This is an optimization exercise on Yosys and OpenROAD, whose aim is small area, a short achievable clock period and few clock cycles, not a production implementation. The RTL was checked by simulation tests, not by an equivalence proof against the original design. Power is estimated from default activity; no workload was simulated.

File: flow/flow/run.sh
#!/bin/bash
# Standard layout, with the port buffers made from sky130_fd_sc_hd__buf_1
# instead of the delay cell buffer_ports picks by default, and timing repair
# aiming at a setup slack of 5.8 ns.
set -euo pipefail
bash standard.sh "BUFFER_PORTS_ARGS=-buffer_cell sky130_fd_sc_hd__buf_1" SETUP_SLACK_MARGIN=5.8 finish > standard_flow.log 2>&1
File: flow/standard.sh
#!/bin/bash
# synth_recipe.tcl (not shown) runs the flow's synth.tcl, then flattens the netlist and writes it again
# the make line also repeats each setting of config.mk as NAME=value (left out here)
make -C /OpenROAD-flow-scripts/flow DESIGN_CONFIG=/design/flow/config.mk WORK_HOME=/design/flow/orfs CLKGATE_MAP_FILE= SYNTH_SCRIPT=/design/flow/synth_recipe.tcl "${@:-finish}"
File: flow/config.mk
export PLATFORM = sky130hd
export DESIGN_NAME = autd3_cpu
export DESIGN_NICKNAME = autd3_cpu
export VERILOG_FILES = /design/flow/design.v
export SDC_FILE = /design/flow/constraint.sdc
export NUM_CORES = 4
export LEC_CHECK = 0
export CAP_MARGIN = 20
export CORE_MARGIN = 2
export CORE_UTILIZATION = 55
export CTS_BUF_LIST = sky130_fd_sc_hd__clkbuf_8
export CTS_CLUSTER_SIZE = 25
export PLACE_DENSITY = 0.7
export SETUP_SLACK_MARGIN = 5
export SLEW_MARGIN = 20
File: flow/constraint.sdc
create_clock -name core_clock -period 9.0 [get_ports {clk}]
set_input_delay 1.8000 -clock core_clock [delete_from_list [all_inputs] [get_ports {clk}]]
set_output_delay 1.8000 -clock core_clock [all_outputs]
set_load 0.01 [all_outputs]
File: flow/design.v
module autd3_cpu (
    input  wire        clk,
    input  wire        rst,
    input  wire        frame_valid,
    input  wire        tick_valid,
    output wire        evt_ready,
    output reg  [6:0]  hdr_addr,
    input  wire [7:0]  hdr_data,
    output reg  [7:0]  bulk_addr,
    input  wire [15:0] bulk_data,
    output reg         bus_valid,
    output reg         bus_we,
    output reg  [2:0]  bus_bank,
    output reg  [13:0] bus_addr,
    output reg  [15:0] bus_wdata,
    input  wire        bus_ready,
    input  wire [15:0] bus_rdata,
    input  wire [63:0] dc_now,
    input  wire [63:0] dc_next_start,
    input  wire [63:0] dc_period,
    output reg  [15:0] tx_ack
);
    localparam [63:0] SYNC_GUARD = 64'd200000;
    localparam [1:0] MODE_FULL       = 2'd0;
    localparam [1:0] MODE_PHASE_FULL = 2'd1;
    localparam [1:0] MODE_PHASE_HALF = 2'd2;
    reg s_idle;                 
    reg s_h0, s_h1, s_h2, s_h3;                       
    reg s_cdrv, s_creg;                               
    reg s_drv, s_mhead, s_mbyte, s_mseg, s_mend, s_mcyc, s_mflg;    
    reg s_sbdiv, s_pw, s_pseg, s_gw, s_gseg, s_ssend;               
    reg s_dly;                                        
    reg s_end;                                        
    reg s_trd, s_tcmp, s_tdec, s_twt, s_tinit, s_tinf, s_taw;       
    assign evt_ready = s_idle;
    reg c_clear, c_oper, c_point, c_gain, c_delay, c_vhi;
    reg        f_mb, f_me, f_sb, f_se;
    reg        info_req;
    reg [15:0] ack;             
    reg [7:0]  fpga_flags;
    reg [6:0]  nlen;            
    reg [1:0]  jc;
    reg [30:0] mod_cur;         
    reg [7:0]  mod_carry;
    reg        mod_pending;
    reg [26:0] seq_cur;         
    reg [1:0]  seq_mode;
    reg        seq_pending;
    reg        which;
    reg [63:0] sync_n;
    reg [63:0] now_s;
    reg [1:0]  c_g, c_p;
    reg [7:0]  per_r;
    reg [2:0]  kc;
    reg        tcar;
    wire sf      = ~bus_valid | bus_ready;           
    wire rd_done = bus_valid & ~bus_we & bus_ready;
    wire [6:0] ha_inc = hdr_addr + 7'd1;
    wire [7:0] ba_inc = bulk_addr + 8'd1;
    wire       t_last = (bulk_addr == 8'd248);
    wire [1:0] gain_last = (seq_mode == MODE_PHASE_FULL) ? 2'd1 :
                           (seq_mode == MODE_PHASE_HALF) ? 2'd3 : 2'd0;
    wire       g_last    = (jc == gain_last);
    reg  [3:0]  nib;
    reg  [15:0] gain_word;
    always @* begin
        case (jc)
            2'd0: nib = bulk_data[3:0];
            2'd1: nib = bulk_data[7:4];
            2'd2: nib = bulk_data[11:8];
            default: nib = bulk_data[15:12];
        endcase
        case (seq_mode)
            MODE_PHASE_FULL: gain_word = {8'hFF, jc[0] ? bulk_data[15:8] : bulk_data[7:0]};
            MODE_PHASE_HALF: gain_word = {8'hFF, nib, nib};
            default:         gain_word = bulk_data;
        endcase
    end
    wire [6:0] mlen_end  = (hdr_data > 8'd123) ? 7'd127 : (hdr_data[6:0] + 7'd4);
    wire [6:0] point_len = (bulk_data > 16'd61) ? 7'd61 : bulk_data[6:0];
    wire [30:0] mod_inc = mod_cur + 31'd1;
    wire [26:0] seq_inc = seq_cur + 27'd1;
    wire        m_wrap  = (mod_cur[14:0] == 15'h7FFF);
    wire        m_last  = (hdr_addr == nlen);
    wire        p_k3    = (bulk_addr[1:0] == 2'd3);
    wire        p_wrap  = (seq_cur[10:0] == 11'h7FF);
    wire        p_last  = (bulk_addr[7:2] == nlen[5:0]);
    wire        g_wrap  = (seq_cur[5:0] == 6'h3F);
    wire        n_zero  = (nlen == 7'd0);
    wire        cr_last = (bulk_addr[2:0] == 3'd5);
    reg [7:0] guard_b;
    reg [7:0] per_nx;           
    always @* begin
        case (kc)
            3'd0: begin guard_b = SYNC_GUARD[7:0];   per_nx = dc_period[15:8];  end
            3'd1: begin guard_b = SYNC_GUARD[15:8];  per_nx = dc_period[23:16]; end
            3'd2: begin guard_b = SYNC_GUARD[23:16]; per_nx = dc_period[31:24]; end
            3'd3: begin guard_b = SYNC_GUARD[31:24]; per_nx = dc_period[39:32]; end
            3'd4: begin guard_b = SYNC_GUARD[39:32]; per_nx = dc_period[47:40]; end
            3'd5: begin guard_b = SYNC_GUARD[47:40]; per_nx = dc_period[55:48]; end
            3'd6: begin guard_b = SYNC_GUARD[55:48]; per_nx = dc_period[63:56]; end
            default: begin guard_b = SYNC_GUARD[63:56]; per_nx = dc_period[7:0]; end
        endcase
    end
    wire [9:0] g_sum = {2'b00, now_s[7:0]} + {2'b00, ~sync_n[7:0]} + {2'b00, ~guard_b} + {8'd0, c_g};
    wire [9:0] p_sum = {2'b00, now_s[7:0]} + {2'b00, ~sync_n[7:0]} + {2'b00, ~per_r} + {8'd0, c_p};
    wire [8:0] tsum  = {1'b0, sync_n[7:0]} + {1'b0, per_r} + {8'd0, tcar};
    wire [1:0] kw    = kc[1:0];
    wire rep      = (hdr_data == ack[15:8]);
    wire tick_go  = ~frame_valid & tick_valid;
    wire pend     = mod_pending | seq_pending;
    wire cmd_clear = (hdr_data == 8'h00);
    wire cmd_12    = (hdr_data == 8'h01) | (hdr_data == 8'h02);
    wire cmd_34    = (hdr_data == 8'h03) | (hdr_data == 8'h04);
    wire cmd_oper  = (hdr_data == 8'h05);
    wire cmd_point = (hdr_data == 8'h06);
    wire cmd_gain  = (hdr_data == 8'h07);
    wire cmd_delay = (hdr_data == 8'h08);
    wire h2_rd     = s_h2 & (cmd_34 | (info_req & ~cmd_12));
    wire g3       = s_h3 & sf;
    wire c_none   = ~(c_clear | c_oper | c_point | c_gain | c_delay);
    wire d_clr    = g3 & c_clear;
    wire d_drv    = g3 & c_oper & ~hdr_data[4];
    wire d_mh     = g3 & c_oper & hdr_data[4];
    wire d_sbo    = g3 & (c_point | c_gain) & f_sb;
    wire d_gw     = g3 & c_gain & ~f_sb;
    wire d_pw     = g3 & c_point & ~f_sb & ~n_zero;
    wire d_ptail  = g3 & c_point & ~f_sb & n_zero;
    wire d_dly    = g3 & c_delay;
    wire d_idle   = g3 & c_none;
    wire cd_go    = s_cdrv & sf;
    wire cd_done  = cd_go & t_last;
    wire cr_go    = s_creg & sf;
    wire cr_done  = cr_go & cr_last;
    wire dr_go    = s_drv & sf;
    wire dr_done  = dr_go & t_last;
    wire mh_exit  = s_mhead & (~f_mb | sf);
    wire mh_empty = (hdr_addr == 7'd4) ? (hdr_data == 8'd0) : (nlen == 7'd4);
    wire mb_adv   = s_mbyte & (~mod_cur[0] | sf);
    wire ms_go    = s_mseg & sf;
    wire me_go    = s_mend & sf;
    wire me_car   = me_go & f_me & mod_cur[0];
    wire me_cyc   = me_go & f_me & ~mod_cur[0];
    wire me_flg   = me_go & ~f_me;
    wire mc_go    = s_mcyc & sf;
    wire mf_go    = s_mflg & sf;
    wire sd_go    = s_sbdiv & sf;
    wire sd_pw    = sd_go & c_point & ~n_zero;
    wire pw_go    = s_pw & sf;
    wire pw_rec   = pw_go & p_k3;
    wire ps_go    = s_pseg & sf;
    wire gw_go    = s_gw & sf;
    wire gw_slot  = gw_go & t_last;
    wire gs_go    = s_gseg & sf;
    wire ss_go    = s_ssend & sf;
    wire dl_go    = s_dly & sf;
    wire dl_done  = dl_go & t_last;
    wire en_go    = s_end & sf;
    wire tail_go  = d_ptail | (sd_go & ~sd_pw) | (pw_rec & ~p_wrap & p_last) | (ps_go & p_last) |
                    (gw_slot & ~g_wrap & g_last) | (gs_go & g_last);
    wire redo     = (c_g != 2'd2) | (c_p == 2'd2);
    wire td_wt    = s_tdec & ~redo;             
    wire tw_go    = (s_twt | td_wt) & sf;
    wire tw_done  = tw_go & (kw == 2'd3);
    wire ti_go    = s_tinit & sf;
    wire tf_go    = s_tinf & sf;
    wire aw_done  = s_taw & rd_done & (bus_addr[1:0] == 2'd0) & ~bus_rdata[{3'b100, which}];
    wire aw_rd    = s_taw & sf & ~aw_done;
    wire aw_next  = aw_done & ~which & seq_pending;
    wire h3_clr   = s_h3 & c_clear;
    wire h3_drv   = s_h3 & c_oper & ~hdr_data[4];
    wire h3_mb    = s_h3 & c_oper & hdr_data[4] & f_mb;
    wire h3_sbo   = s_h3 & (c_point | c_gain) & f_sb;
    wire h3_gw    = s_h3 & c_gain & ~f_sb;
    wire h3_dly   = s_h3 & c_delay;
    wire w_drive  = h3_clr | h3_drv | s_cdrv | s_drv;              
    wire w_delay  = h3_dly | s_dly;                                
    wire w_mcar   = s_mend & f_me & mod_cur[0];
    wire w_mod    = (s_mbyte & mod_cur[0]) | w_mcar;               
    wire w_gain   = h3_gw | s_gw;                                  
    wire w_point  = s_pw;                                          
    wire w_moff   = h3_mb | (s_mhead & f_mb) | s_mseg;             
    wire w_mcyc   = (s_mend & f_me & ~mod_cur[0]) | s_mcyc;        
    wire w_flags  = (s_mend & ~f_me) | s_mflg;                     
    wire w_soff   = h3_sbo | s_pseg | s_gseg;                      
    wire r_info   = (h2_rd & ~cmd_34) | s_tinf;
    wire r_ver    = h2_rd & cmd_34;
    wire r_ctrl   = s_taw & ~aw_done;
    wire slot_req = w_drive | w_delay | w_mod | w_gain | w_point | w_moff | w_mcyc | w_flags |
                    w_soff | s_sbdiv | s_ssend | s_twt | td_wt | s_creg | s_tinit | s_tinf | r_ctrl;
    wire issue    = (sf & slot_req) | h2_rd;
    wire is_rd    = r_info | r_ver | r_ctrl;
    reg [2:0] clr_off;
    always @* begin
        case (bulk_addr[2:0])
            3'd0:    clr_off = 3'd3;    
            3'd1:    clr_off = 3'd4;    
            3'd2:    clr_off = 3'd5;    
            3'd3:    clr_off = 3'd6;    
            3'd4:    clr_off = 3'd7;    
            default: clr_off = 3'd0;    
        endcase
    end
    wire [2:0] nx_bank = {w_delay, w_drive | w_gain | w_point, w_mod | w_gain | w_point};
    wire [13:0] nx_addr =
        ({14{w_drive | w_delay}} & {6'd0, bulk_addr}) |
        ({14{w_mod}}             & mod_cur[14:1]) |
        ({14{w_gain}}            & {seq_cur[5:0], bulk_addr}) |
        ({14{w_point}}           & {1'b0, seq_cur[10:0], bulk_addr[1:0]}) |
        ({14{w_moff}}            & 14'h0003) |
        ({14{w_mcyc}}            & 14'h0004) |
        ({14{w_soff}}            & 14'h0005) |
        ({14{s_ssend}}           & 14'h0006) |
        ({14{s_sbdiv}}           & 14'h0007) |
        ({14{s_twt | td_wt}}     & {10'd0, 1'b1, which, kw}) |
        ({14{s_creg}}            & {11'd0, clr_off}) |
        ({14{r_info}}            & 14'h0001) |
        ({14{r_ver}}             & 14'h0002);
    wire [15:0] nx_wdata =
        ({16{h3_drv | s_drv | w_delay | s_sbdiv | s_pw}} & bulk_data) |
        ({16{w_gain}}                & gain_word) |
        ({16{s_mbyte}}               & {hdr_data, mod_carry}) |
        ({16{w_mcar}}                & {8'h00, mod_carry}) |
        ({16{s_mseg}}                & {1'b0, mod_cur[30:15]}) |
        ({16{w_mcyc}}                & mod_cur[15:0]) |
        ({16{w_flags}}               & {8'h00, hdr_data}) |
        ({16{s_pseg}}                & seq_cur[26:11]) |
        ({16{s_gseg}}                & seq_cur[21:6]) |
        ({16{s_ssend}}               & seq_cur[15:0]) |
        ({16{s_twt | td_wt}}         & now_s[15:0]) |
        ({16{s_tinit}}               & {6'd0, which, ~which, fpga_flags}) |
        ({16{s_creg & cr_last}}      & 16'h0004);
    wire ha_en   = (s_h0 & ~rep) | s_h1 | s_h2 | (g3 & (c_oper | c_none)) |
                   ((s_drv | s_mhead) & (hdr_addr == 7'd4)) |
                   (dr_done & ~f_mb & (nlen == 7'd4)) | (mh_exit & mh_empty) |
                   (mb_adv & ~m_wrap) | ms_go | en_go;
    wire ha_one  = s_h2 | (s_drv & t_last) | (mh_exit & mh_empty) | ((s_mbyte | s_mseg) & m_last);
    wire [6:0] nx_ha =
        ({7{ha_one}}                       & 7'd1) |
        ({7{s_h0}}                         & 7'd2) |
        ({7{s_h1}}                         & 7'd3) |
        ({7{s_h3 & c_oper}}                & 7'd4) |
        ({7{(s_drv | s_mhead) & ~ha_one}}  & 7'd5) |
        ({7{(s_mbyte | s_mseg) & ~m_last}} & ha_inc);
    wire ba_en   = (g3 & ~(c_oper & hdr_data[4]) & ~(c_point & ~f_sb & n_zero)) |
                   (sf & (s_cdrv | s_creg | s_drv | s_dly | s_gw | s_sbdiv | s_pseg | s_ssend | s_end |
                          (s_pw & ~(p_k3 & p_wrap))));
    wire ba_four = (s_h3 & c_point & ~f_sb) | (s_sbdiv & c_point & ~n_zero);
    wire ba_incs = ((s_cdrv | s_drv | s_dly | s_gw) & ~t_last) | (s_creg & ~cr_last) |
                   (s_pw & ~(p_k3 & p_last)) | (s_pseg & ~p_last);
    wire [7:0] nx_ba =
        ({8{s_h3 & ~c_none & ~ba_four}} & 8'd1) |
        ({8{ba_four}}                   & 8'd4) |
        ({8{ba_incs}}                   & ba_inc);
    always @(posedge clk) begin
        if (rst) begin
            s_idle <= 1'b0; s_h0 <= 1'b0; s_h1 <= 1'b0; s_h2 <= 1'b0; s_h3 <= 1'b0;
            s_cdrv <= 1'b1; s_creg <= 1'b0;
            s_drv <= 1'b0; s_mhead <= 1'b0; s_mbyte <= 1'b0; s_mseg <= 1'b0;
            s_mend <= 1'b0; s_mcyc <= 1'b0; s_mflg <= 1'b0;
            s_sbdiv <= 1'b0; s_pw <= 1'b0; s_pseg <= 1'b0; s_gw <= 1'b0; s_gseg <= 1'b0;
            s_ssend <= 1'b0; s_dly <= 1'b0; s_end <= 1'b0;
            s_trd <= 1'b0; s_tcmp <= 1'b0; s_tdec <= 1'b0; s_twt <= 1'b0;
            s_tinit <= 1'b0; s_tinf <= 1'b0; s_taw <= 1'b0;
        end else begin
            s_idle  <= (s_idle & ~frame_valid & ~(tick_go & pend)) | (s_h0 & rep) | d_idle | en_go |
                       (aw_done & ~aw_next);
            s_h0    <= s_idle & frame_valid;
            s_h1    <= s_h0 & ~rep;
            s_h2    <= s_h1;
            s_h3    <= s_h2 | (s_h3 & ~sf);
            s_cdrv  <= d_clr | (s_cdrv & ~cd_done);
            s_creg  <= cd_done | (s_creg & ~cr_done);
            s_drv   <= d_drv | (s_drv & ~dr_done);
            s_mhead <= d_mh | (dr_done & f_mb) | (s_mhead & ~mh_exit);
            s_mbyte <= (dr_done & ~f_mb & (nlen != 7'd4)) | (mh_exit & ~mh_empty) |
                       (s_mbyte & ~(mb_adv & (m_wrap | m_last))) | (ms_go & ~m_last);
            s_mseg  <= (mb_adv & m_wrap) | (s_mseg & ~sf);
            s_mend  <= (dr_done & ~f_mb & (nlen == 7'd4)) | (mh_exit & mh_empty) |
                       (mb_adv & ~m_wrap & m_last) | (ms_go & m_last) | (s_mend & ~sf);
            s_mcyc  <= me_car | (s_mcyc & ~sf);
            s_mflg  <= me_cyc | mc_go | (s_mflg & ~sf);
            s_sbdiv <= d_sbo | (s_sbdiv & ~sf);
            s_pw    <= d_pw | sd_pw | (s_pw & ~(pw_rec & (p_wrap | p_last))) | (ps_go & ~p_last);
            s_pseg  <= (pw_rec & p_wrap) | (s_pseg & ~sf);
            s_gw    <= d_gw | (s_gw & ~(gw_slot & (g_wrap | g_last))) | (gs_go & ~g_last);
            s_gseg  <= (gw_slot & g_wrap) | (s_gseg & ~sf);
            s_ssend <= (tail_go & f_se) | (s_ssend & ~sf);
            s_dly   <= d_dly | (s_dly & ~dl_done);
            s_end   <= (tail_go & ~f_se) | cr_done | me_flg | mf_go | ss_go | dl_done | (s_end & ~sf);
            s_trd   <= (s_idle & ~frame_valid & tick_go & pend) | aw_next;
            s_tcmp  <= s_trd | (s_tcmp & (kc != 3'd7)) | (s_tdec & redo);
            s_tdec  <= s_tcmp & (kc == 3'd7);
            s_twt   <= (s_tdec & ~redo) | (s_twt & ~tw_done);
            s_tinit <= tw_done | (s_tinit & ~sf);
            s_tinf  <= (ti_go & info_req) | (s_tinf & ~sf);
            s_taw   <= (ti_go & ~info_req) | tf_go | (s_taw & ~aw_done);
        end
    end
    always @(posedge clk) begin
        if (rst) begin
            bus_valid <= 1'b0;
        end else begin
            bus_valid <= issue | (bus_valid & ~bus_ready);
        end
        if (sf) begin                 
            bus_we    <= ~is_rd;
            bus_bank  <= nx_bank;
            bus_addr  <= nx_addr;
            bus_wdata <= nx_wdata;
        end
    end
    always @(posedge clk) begin
        if (rst) begin
            hdr_addr  <= 7'd0;
            bulk_addr <= 8'd0;
        end else begin
            if (ha_en) hdr_addr  <= nx_ha;
            if (ba_en) bulk_addr <= nx_ba;
        end
    end
    always @(posedge clk) begin
        if (s_h1) begin
            f_mb <= hdr_data[0];
            f_me <= hdr_data[1];
            f_sb <= hdr_data[2];
            f_se <= hdr_data[3];
        end else if (d_mh | (s_mhead & sf)) begin
            f_mb <= 1'b0;
        end
        if (s_h2) begin
            c_clear <= cmd_clear;
            c_oper  <= cmd_oper;
            c_point <= cmd_point;
            c_gain  <= cmd_gain;
            c_delay <= cmd_delay;
            c_vhi   <= (hdr_data == 8'h04);
        end
        if (s_h2 | ((s_drv | s_mhead) & (hdr_addr == 7'd4)))
            nlen <= s_h2 ? point_len : mlen_end;
        if (mb_adv & ~mod_cur[0])
            mod_carry <= hdr_data;
        if (s_idle & ~frame_valid & tick_go) which <= ~mod_pending;
        else if (aw_next)                    which <= 1'b1;
        if (rst) begin
            ack         <= 16'd0;
            tx_ack      <= 16'd0;
            info_req    <= 1'b0;
            fpga_flags  <= 8'h04;
            mod_cur     <= 31'd0;
            mod_pending <= 1'b0;
            seq_cur     <= 27'd0;
            seq_mode    <= MODE_FULL;
            seq_pending <= 1'b0;
            jc          <= 2'd0;
        end else begin
            if (s_h0) ack[15:8] <= hdr_data;      
            if (s_h1)
                ack[7:0] <= 8'h00;
            else if (s_h2 & cmd_12)
                ack[7:0] <= hdr_data[0] ? 8'h07 : 8'h01;
            else if (rd_done & (bus_addr[1:0] == 2'd1))
                ack[7:0] <= bus_rdata[7:0];
            else if (rd_done & (bus_addr[1:0] == 2'd2))
                ack[7:0] <= c_vhi ? bus_rdata[15:8] : bus_rdata[7:0];
            if (s_h1) info_req <= hdr_data[5];
            if ((s_idle & ~frame_valid & tick_go & ~pend) | (aw_done & ~aw_next))
                tx_ack <= ack;
            if (d_clr) begin
                fpga_flags  <= 8'h04;
                seq_mode    <= MODE_FULL;
            end else begin
                if (me_flg | mf_go) fpga_flags <= hdr_data;
                if (g3 & c_gain & f_sb) begin
                    if (bulk_data == 16'd1)      seq_mode <= MODE_PHASE_FULL;
                    else if (bulk_data == 16'd2) seq_mode <= MODE_PHASE_HALF;
                    else                         seq_mode <= MODE_FULL;
                end
            end
            if (d_clr | (d_mh & f_mb) | (d_drv & f_mb)) mod_cur <= 31'd0;
            else if (mb_adv)                            mod_cur <= mod_inc;
            if (d_clr | d_sbo)                          seq_cur <= 27'd0;
            else if (pw_rec | gw_slot)                  seq_cur <= seq_inc;
            if (d_clr)                                  mod_pending <= 1'b0;
            else if (w_mcyc)                            mod_pending <= 1'b1;
            else if (aw_done & ~which)                  mod_pending <= 1'b0;
            if (d_clr)                                  seq_pending <= 1'b0;
            else if (ss_go)                             seq_pending <= 1'b1;
            else if (aw_done & which)                   seq_pending <= 1'b0;
            if ((gw_slot & ~g_wrap & g_last) | (gs_go & g_last)) jc <= 2'd0;
            else if ((gw_slot & ~g_wrap) | gs_go)                jc <= jc + 2'd1;
        end
    end
    always @(posedge clk) begin
        if (s_trd | (s_tdec & redo)) begin
            if (s_trd | (c_g == 2'd2)) sync_n <= dc_next_start;
            now_s <= dc_now;
            per_r <= dc_period[7:0];
            c_g   <= 2'd2;
            c_p   <= 2'd2;
            tcar  <= 1'b0;
            kc    <= 3'd0;
        end else if (s_tcmp) begin
            now_s  <= {tsum[7:0], now_s[63:8]};
            sync_n <= {sync_n[7:0], sync_n[63:8]};
            per_r  <= per_nx;
            tcar   <= tsum[8];
            c_g    <= g_sum[9:8];
            c_p    <= p_sum[9:8];
            kc     <= kc + 3'd1;
        end else if (tw_go) begin
            now_s  <= {16'd0, now_s[63:16]};
            kc     <= (kw == 2'd3) ? 3'd0 : kc + 3'd1;
        end
    end
endmodule
==> results.txt <==
## power breakdown
part	internal, W	switching, W
sequential	0.00172	0.0000265
combinational	0.000144	0.000223
clock	0.000748	0.000656
total	0.00262	0.000905
## logic make-up (layout without fill, tap and decap cells)
family	Yosys count	count (layout)	synth area share, %
and+or+nand+nor	808	808	19.1
other	0	2	0
DFF	354	354	47.7
muxes	88	88	4.65
adders and majority gates	71	71	4.89
buffers and inverters	203	550	4.19
AOI/OAI and AO/OA	429	429	15.3
xor gates and xnor gates	90	90	4.16
## final cells by class
cell class,count,area (µm²),area share (%)
Multi-Input combinational cell,1486,9520,42.6
Sequential cell,354,9060,40.5
Timing Repair Buffer,358,1720,7.71
Clock buffer,65,895,4.00
Tap cell,448,561,2.51
Inverter,83,324,1.45
Clock inverter,43,263,1.18
Timing Repair inverter,1,8.76,0.0392
Antenna cell,2,5.00,0.0224
## repair_timing
item                       CTS  global route
pin swaps                   21            30
gates cloned                 4             0
buffers inserted            24            13
setup endpoints to repair  230           104
gates resized for setup     63            32
## flip-flops by register name, summed over array words and instances, names as in the netlist, 7 cells and up
signal,cells
now_s,64
sync_n,64
mod_cur,31
seq_cur,27
ack,16
bus_wdata,16
tx_ack,16
bus_addr,14
bulk_addr,8
fpga_flags,8
mod_carry,8
per_r,8
hdr_addr,7
nlen,7
## layout by cell type (no fill, tap or decap), types with 39 or more instances in the layout
cell      instances
xnor2_1          39
edfxtp_1        196
o21ai_0         123
nand3_1          79
dfxtp_1         153
a222oi_1         40
buf_4            48
buf_1           294
inv_1            93
xor2_1           47
nand2_1         371
a22oi_1          39
clkbuf_8         65
mux2i_1          88
nor2_1          182
a21oi_1          89
ha_1             60
## Yosys cell counts, types with 4 or more instances
cell	number
nor2_1	186
nand2_1	376
or2_2	6
o211ai_1	6
a21o_1	12
edfxtp_1	196
nor4_1	13
fa_1	5
xnor2_1	42
o32a_1	4
dfxtp_1	158
or4_1	4
and3_1	21
o21a_1	6
a211oi_1	10
mux2i_1	88
nand3b_1	5
o21ai_0	129
and2_1	16
nand3_1	80
a222oi_1	40
or3_1	14
inv_1	81
a21oi_1	98
a31oi_1	6
a21boi_0	5
a221oi_1	14
nand4_1	25
xor2_1	48
o22ai_1	5
nor3_1	20
buf_2	11
nor2b_1	12
a22oi_1	39
o32ai_2	4
and4_1	7
ha_1	66
buf_1	11
nand2b_1	10
clkbuf_1	95
a221o_1	7
## per-stage QoR
stage / total power, W / cells / hold slack [ns] / worst slack, ns / utilization, %
6_report: 0.00352 / 2840 / 0.455 / 5.64 / 66.3
5_1_grt: 0.00365 / 2838 / 0.476 / 5.49 / 66.3
4_1_cts: 0.00353 / 2825 / 0.457 / 5.65 / 65.5
3_5_place_dp: 0.00211 / 2689 / 0.449 / 3.87 / 60.6
3_3_place_gp: 0.00211 / 2689 / 0.441 / 3.95 / 60.6
2_1_floorplan: 0.00198 / 2043 / 0.424 / 5.38 / -
## worst paths after layout
kind,startpoint,endpoint,depth (start not counted)
hold reg to reg,f_se$_DFFE_PP_,s_end$_SDFF_PP0_,1
hold / removal,f_se$_DFFE_PP_,s_end$_SDFF_PP0_,1
setup reg to reg,now_s[1]$_DFFE_PP_,c_p[1]$_SDFFE_PN1P_,14
setup / recovery,hdr_data[6],hdr_addr[3]$_SDFFE_PP0P_,11
## worst max-delay path: cells and delay by family
family	cells	cell delay, ns
AND/OR/NAND/NOR	5	1.19
buffers and inverters	4	0.55
AO/OA/AOI/OAI	2	0.32
## layer usage
| metal | up-vias | wire [µm] | global-route usage, % |
|---|---|---|---|
| met5 | - | 27 | 0 |
| met1 | 8090 | 23000 | 40.5 |
| met3 | 184 | 4610 | 5.50 |
| met2 | 806 | 29000 | 55.6 |
| li1 | 7967 | - | - |
| met4 | 4 | 3090 | 16.1 |
==> flow_summary.toml <==
[synth]
yosysSeqAreaShare_pct = 47.7
synthCells = 2043
synth_largest_type_area_fraction_pct = 31.1
yosysTopAreaCell = "edfxtp_1"
synth_flop_cell = "edfxtp_1"
synth_cell_types = 83
post_synth_instance_area_mm2 = 0.0190
synth.area.top_cells = "edfxtp_1 31%, dfxtp_1 17%, nand2_1 7.4%, mux2i_1 4.6%, ha_1 4.4%"
synth_fp_nets = 2351
synth_seq_cells = 354
asyncSetResetFlopFracSynth_pct = 0
postSynthAreaPerCell_um2 = 9.28
synth-edff-count = 196
ys_warn_count = 1

[timing]
grt_setup_unrepaired = "true"
finalCritPeriodShare_pct = 37.4
max_freq_mhz = 297
maxSlewViolCount = 0
hold_violations = 0
worst_pin_slew_ns = 1.04
finalCriticalPeriod_ns = 3.36
relSlewSlack_pct = 30.8
worst_clock_skew_ns = 0.0306
setup_viol_count_final = 0
totalNegativeSetupSlack_ns = 0

[status]
status = "timing/DRC/antenna clean"

[job]
timing.max_cap.violations = 0

[worst_setup_path]
reg2reg_slack_ns = 5.73
worstSetupStartpointType = "input pin"
path_class = "input pin to flop"
critical_path.slowest_cell = "or4_4"
worst_setup_path_end_kind = "flop"
crit_arrival_ns = 3.87
critical_path_cell_sequence = "buf_6 -> buf_6 -> nor4_4 -> nand2_2 -> or4_4 -> a21oi_4 -> nor4_2 -> buf_4 -> buf_6 -> nand2b_4 -> o32ai_4"
worst-path-max-fanout = 7
timing.critical_path.slowest_cell_delay_ns = 0.54
critPathRequiredTime_ns = 9.51
timing.critical_path.mode_cell = "buf_6"

[die]
core_mm2 = 0.0337
total_die_area_mm2 = 0.0360
die-width_um = 190
die_y_um = 190
floorplan.rows = 67
initial_core_util_pct = 56.2
boundaryPins = 304

[power]
worst_ir_drop_vdd_mv = 0.160
p_leak_nw = 8.27
power_per_cell_area_mw_per_mm2 = 157

[place]
place.gp.congestion = 0.934
hpwlAfterDp_um = 42700
numPortBuffers = 303
postPlaceCellArea_mm2 = 0.0204

[global_route]
first_pass_grt_wire_length_um = 91000
first_global_vias = 16300
grt_antenna_before_repair = 2
globalRouteOverflowTotal = 0
grt_start_max_net_pins = 114
globalRouteTotalUtil_pct = 32.7

[route]
route.detailed.drc = 0
detail_route.first_pass.iterations = 10
wl_per_cell_um = 21.1
ant_nets = 0
via_density_per_instance = 6.00
vias = 17100
finalWirelength_um = 59800
dr.first_iter.drc_count = 1824

[clock_network]
clk_pin_slew_worst_paths_ns = 0.06
hold_buffers = 0
cts_htree_levels = 2
clk_latency_ns = 0.62
cts_tree = "yes"
clockRootBuffer = "clkbuf_8"
cts_made_buffers = 58
max-clock-path-buffers = 3
numClockSinks = 354

[min_path]
hold_class = "flop to flop"

[final_layout]
num-fill-cells = 2844
finalInstanceArea_mm2 = 0.0224
synth_to_final_area_change_pct = 18.0
drive_gt1_share_pct = 9.83
layout.nets = 2650
Testbench counts, summed over its fixed seeds: cycles 64,257.

==> afterwards: timing with drivers on the ports <==
The results above use ideal ports. As a check the final layout listed here was re-extracted and re-timed, cells and wires unchanged.
Step 1 sets driving cells, clkbuf_16 on the clock port and buf_2 on the other inputs (assumed; they add their load-dependent delay and slew).
Step 2 adds t to the input delays and takes it off the output delays; t is the mean of the earliest and latest rising clock arrival at the registers after step 1. Input paths then give back, and output paths get back, about the clock's delay inside the block.
Three values: ideal ports, drivers, drivers and shift; two values: the first two.
t (ns): 0.653
setup WS [ns]: 5.637 / 5.651 / 4.997
worst hold slack (ns): 0.455 / 0.455 / 0.455
After both steps setup and hold are still met in this run. For this run, drivers alone change the setup slack by +0.014 ns; drivers and shift together by -0.640 ns.
